This design comes from an exercise in tuning for small area, a short achievable clock period and few clock cycles per item on the open sky130 flow, not from production work.
Only simulation tests tie the RTL to the original design; equivalence was not proved.
Power figures rest on the tool's default switching activity, not on a simulated workload.

== alpha ==
Design ppsb_engine, start of the top module:
module ppsb_engine (
    input  wire        clk,
    input  wire        rst,           
    input  wire        start,         
    input  wire [7:0]  op,            
    input  wire [31:0] opa,
    input  wire [31:0] opb,
    input  wire [31:0] clk_pwm,       
    input  wire [1:0]  pwm_corr,      
    input  wire        pwm_odd,       
    output reg         busy,
    output reg         done,          
    output reg  [1:0]  err_code,      
    output reg  [31:0] res0,
    output reg  [31:0] res1,
    output reg  [1:0]  psc,           
    output reg  [4:0]  scalar,        
    output reg  [10:0] bound,         
    output reg  [10:0] duty,
    output wire [31:0] ratio,
    output wire [31:0] resid,
    output reg         fallback
);
==> flow/config.mk <==
export PLATFORM = sky130hd
export DESIGN_NAME = ppsb_engine
export DESIGN_NICKNAME = ppsb_engine
export VERILOG_FILES = /design/flow/design.v
export SDC_FILE = /design/flow/constraint.sdc
export NUM_CORES = 4
export LEC_CHECK = 0
export CAP_MARGIN = 20
export CORE_MARGIN = 2
export CORE_UTILIZATION = 30
export SETUP_SLACK_MARGIN = 2.5
export SLEW_MARGIN = 20
==> flow/constraint.sdc <==
create_clock -name core_clock -period 6.0 [get_ports {clk}]
set_input_delay 1.2000 -clock core_clock [delete_from_list [all_inputs] [get_ports {clk}]]
set_output_delay 1.2000 -clock core_clock [all_outputs]
set_load 0.01 [all_outputs]
run.sh (not shown) runs the stock make flow with config.mk's settings and CLKGATE_MAP_FILE= SYNTH_SCRIPT=/design/flow/synth_recipe.tcl, a recipe that flattens the netlist after the stock synthesis.
alpha: flow completed, timing, DRC and antenna clean
Testbench counts of alpha, summed over its fixed seeds: cycles 19,104, items 960.
[inputs] beta vs alpha
- SETUP_SLACK_MARGIN: 2.5 -> 1.8
Findings:
- Going from alpha to beta, combinational power fell by 24%, routed wire length on met2 fell by 9.9%, total power fell by 8.3%.
- Delta(cell depth of the worst flop-to-flop path, beta - alpha) < 0
- [beta vs alpha] post-route cell area: lower in beta
- Static leakage power delta (beta − alpha): favourable
- beta against alpha; internal power contribution is down by a few percent.
- Summary of beta over alpha: global router's overall resource usage dropped 1.7 points, share of the clock period used by the worst path went down 1.0 points.
- In the reports for alpha and beta, the larger setup skew after layout belongs to beta.
Setup changes, beta to gamma
- SETUP_SLACK_MARGIN now 1.4, was 1.8
Results
Taking beta as the reference, in gamma cell area decreased by 340 sq um relative to the old numbers, met3 usage closely matched the old numbers.
Looking at origin of the worst setup path, the wq[0] result is from gamma; the m_div one comes from beta.
On cell depth of the worst setup path: between beta and gamma, it ends up higher for gamma.
Inputs modified between gamma and delta:
- a change of SETUP_SLACK_MARGIN from 1.4 to 2.2
[summary]
delta: all stages complete, timing, DRC and antenna checks passed. From gamma to delta the numbers moved as follows: routed wire length went up 4.6%; non-clock inverter instance count of the final layout held. Required time of the worst setup path in delta is 130 ps higher than in gamma. Higher layout buffer count excluding clock buffers goes to delta over gamma. Looking at sequential standard cell area across gamma and delta, the one that comes out lower is gamma. Total of clock buffers placed in the layout: delta vs gamma down 6.3%. From gamma to delta, area of the die did not move at all. When delta is measured against gamma, its time the worst path needs with I/O delays and setup turns out 430 ps lower. Looking only at reg2reg setup slack, and setting everything else aside, the higher value of gamma and delta goes to delta. Comparing gamma with delta, the half-perimeter wire length of the detailed placement result came out essentially unchanged. Compared with gamma, placement density in the core of delta is higher.

---

Starting RTL as in the previous note.
clock: 6.0 ns
lec_check: 0
cap_margin: 20
core_margin: 2
core_utilization: 30
setup_slack_margin: 1.0
slew_margin: 20
The baseline completed without violations.
Testbench counts at the start, summed over its fixed seeds: cycles 19,104, items 960.
==> next run, changes <==
Settings changed: CTS_CLUSTER_SIZE from default to 18, SETUP_SLACK_MARGIN 1.0 to 2.2, TNS_END_PERCENT from default to 5.
Total power increases by 1.0%.
Worst setup slack improves by 670 ps.
Clock power decreases by about 3%.
Final cell count increases by 1.2%.
First-iteration DRC count decreases by 15%.
Routed wire length barely changes.
Sequential cell count stays the same.
Final area increases by 3.8%.
Synthesized area stays the same.
Maximum frequency increases by 17%.

---

ppsb_engine, a different RTL version from the one above (not shown whole).
For scale: about 2900 cells after synthesis, ~360 flip-flops, ~270 I/O pins, ~0.025 mm² of cells after synthesis.
// ppsb_engine
module ppsb_engine (
    input  wire        clk,
    input  wire        rst,           
    input  wire        start,         
    input  wire [7:0]  op,            
    input  wire [31:0] opa,
    input  wire [31:0] opb,
    input  wire [31:0] clk_pwm,       
    input  wire [1:0]  pwm_corr,      
    input  wire        pwm_odd,       
    output reg         busy,
    output reg         done,          
    output reg  [1:0]  err_code,      
    output reg  [31:0] res0,
    output reg  [31:0] res1,
    output reg  [1:0]  psc,           
    output reg  [4:0]  scalar,        
    output reg  [10:0] bound,         
    output reg  [10:0] duty,
    output wire [31:0] ratio,
    output wire [31:0] resid,
    output reg         fallback
);
    localparam [3:0] S_IDLE  = 4'd0,
                     S_SETUP = 4'd1,
                     S_DIV   = 4'd2,
                     S_MUL   = 4'd3,
                     S_CORR  = 4'd4,
                     S_BOOST = 4'd5,
                     S_SCAN  = 4'd6,
                     S_DMUL  = 4'd7,
                     S_DDIV  = 4'd8,
                     S_FIX   = 4'd9,
                     S_ALIGN = 4'd10;
    reg [3:0]  st;
    reg        c_pwm, c_pwmd;
    reg [1:0]  c_corr;
    reg        c_odd;
    reg [6:0]  c_pct;
    reg [32:0] wn;       
    reg [31:0] wd;       
    reg [31:0] wq;       
    reg [4:0]  cnt;
    reg [4:0]  k_r;      
    reg        nltd_r, dz_r;
    reg [5:0]  s_iss;
    reg        dfirst;
    reg [25:0] ratio_r;  
    reg [4:0]  best;     
  ...
Settings: LEC_CHECK=0, CAP_MARGIN=20, CORE_MARGIN=2, CORE_UTILIZATION=40, SETUP_SLACK_MARGIN=2.2, SLEW_MARGIN=20; clock period 6.0 ns.
The baseline ran to the end with no violations.
Testbench counts at the start, summed over its fixed seeds: cycles 19,104, items 960.
Rerun with:
CORE_UTILIZATION = 30   (was 40)
What happened: Maximum frequency rises by a few percent; cell area falls slightly; utilization falls by 13 points; routed wire length falls slightly; synthesized area is unchanged; via count falls slightly; register-to-register slack is better by 0.19 ns; power falls slightly.
Rerun with:
CORE_UTILIZATION = 40   (was 30)
SETUP_SLACK_MARGIN = 2.8   (was 2.2)
After rerunning:
- The new run ran to the end with no violations
- synthesized area does not change
- utilization increases by 19 points
- global-route usage grows by 8.6 points
- final cell count decreases by about 1.2%
- worst hold slack gets worse by 0.0040 ns
- sequential cell count is unchanged

---

RTL: one of the versions met above, not the one the previous note started from.
Size in the first run: roughly 270 I/O pins.
make LEC_CHECK=0 CAP_MARGIN=20 CORE_MARGIN=2 CORE_UTILIZATION=30 CTS_CLUSTER_DIAMETER=80 CTS_CLUSTER_SIZE=20 SETUP_SLACK_MARGIN=2.2 SLEW_MARGIN=20 finish   # period 6.0 ns
Testbench counts at the start, summed over its fixed seeds: cycles 19,104, items 960.
Then changed:
CTS_CLUSTER_DIAMETER = default   (was 80)
CTS_CLUSTER_SIZE = default   (was 20)
TNS_END_PERCENT = 5   (was default)
Result: Fmax climbs by about 0.5%; via count drops by 2.6%; non-clock buffer count drops by 109; global-route usage drops by 0.21 points; count of clock-buffer cells in the layout climbs by 23; hold slack degrades by 0.0045 ns.

[separate check: timing with driven ports]
The flow's constraints put no driver on any port. The routed layouts listed below were extracted and timed again, unchanged, in two steps.
Step 1 assumes that a clkbuf_16 drives the clock port and a buf_2 every other input.
Step 2, shift: input delay + t, output delay - t, t = (earliest + latest rising clock arrival at the registers) / 2. This alone moves slack from input paths to output paths.
a / b / c = no drivers / after step 1 / after step 2; a / b = the first two.
run	t (ns)	setup slack, ns	worst setup path at the end
alpha	0.667	1.895 / 1.895 / 1.858	input to register
beta	0.653	1.957 / 1.957 / 1.408	input to register
gamma	0.651	1.623 / 1.623 / 1.433	input to register
delta	0.667	2.058 / 2.058 / 1.634	input to register
the first run of note 2	0.649	1.375 / 1.375 / 1.375	register to register
the second run of note 2	0.662	2.043 / 2.043 / 1.502	input to register
the first run of note 3	0.643	1.982 / 1.982 / 1.667	input to register
the second run of note 3	0.651	2.172 / 2.172 / 1.687	input to register
the third run of note 3	0.641	2.165 / 2.165 / 2.165	register to register
the first run of note 4	0.674	2.023 / 2.023 / 1.670	input to register
the second run of note 4	0.662	2.043 / 2.043 / 1.502	input to register
After both steps every run listed still meets setup and hold. For beta, which loses most, drivers alone change the setup slack by 0.000 ns; drivers and shift together by -0.549 ns.
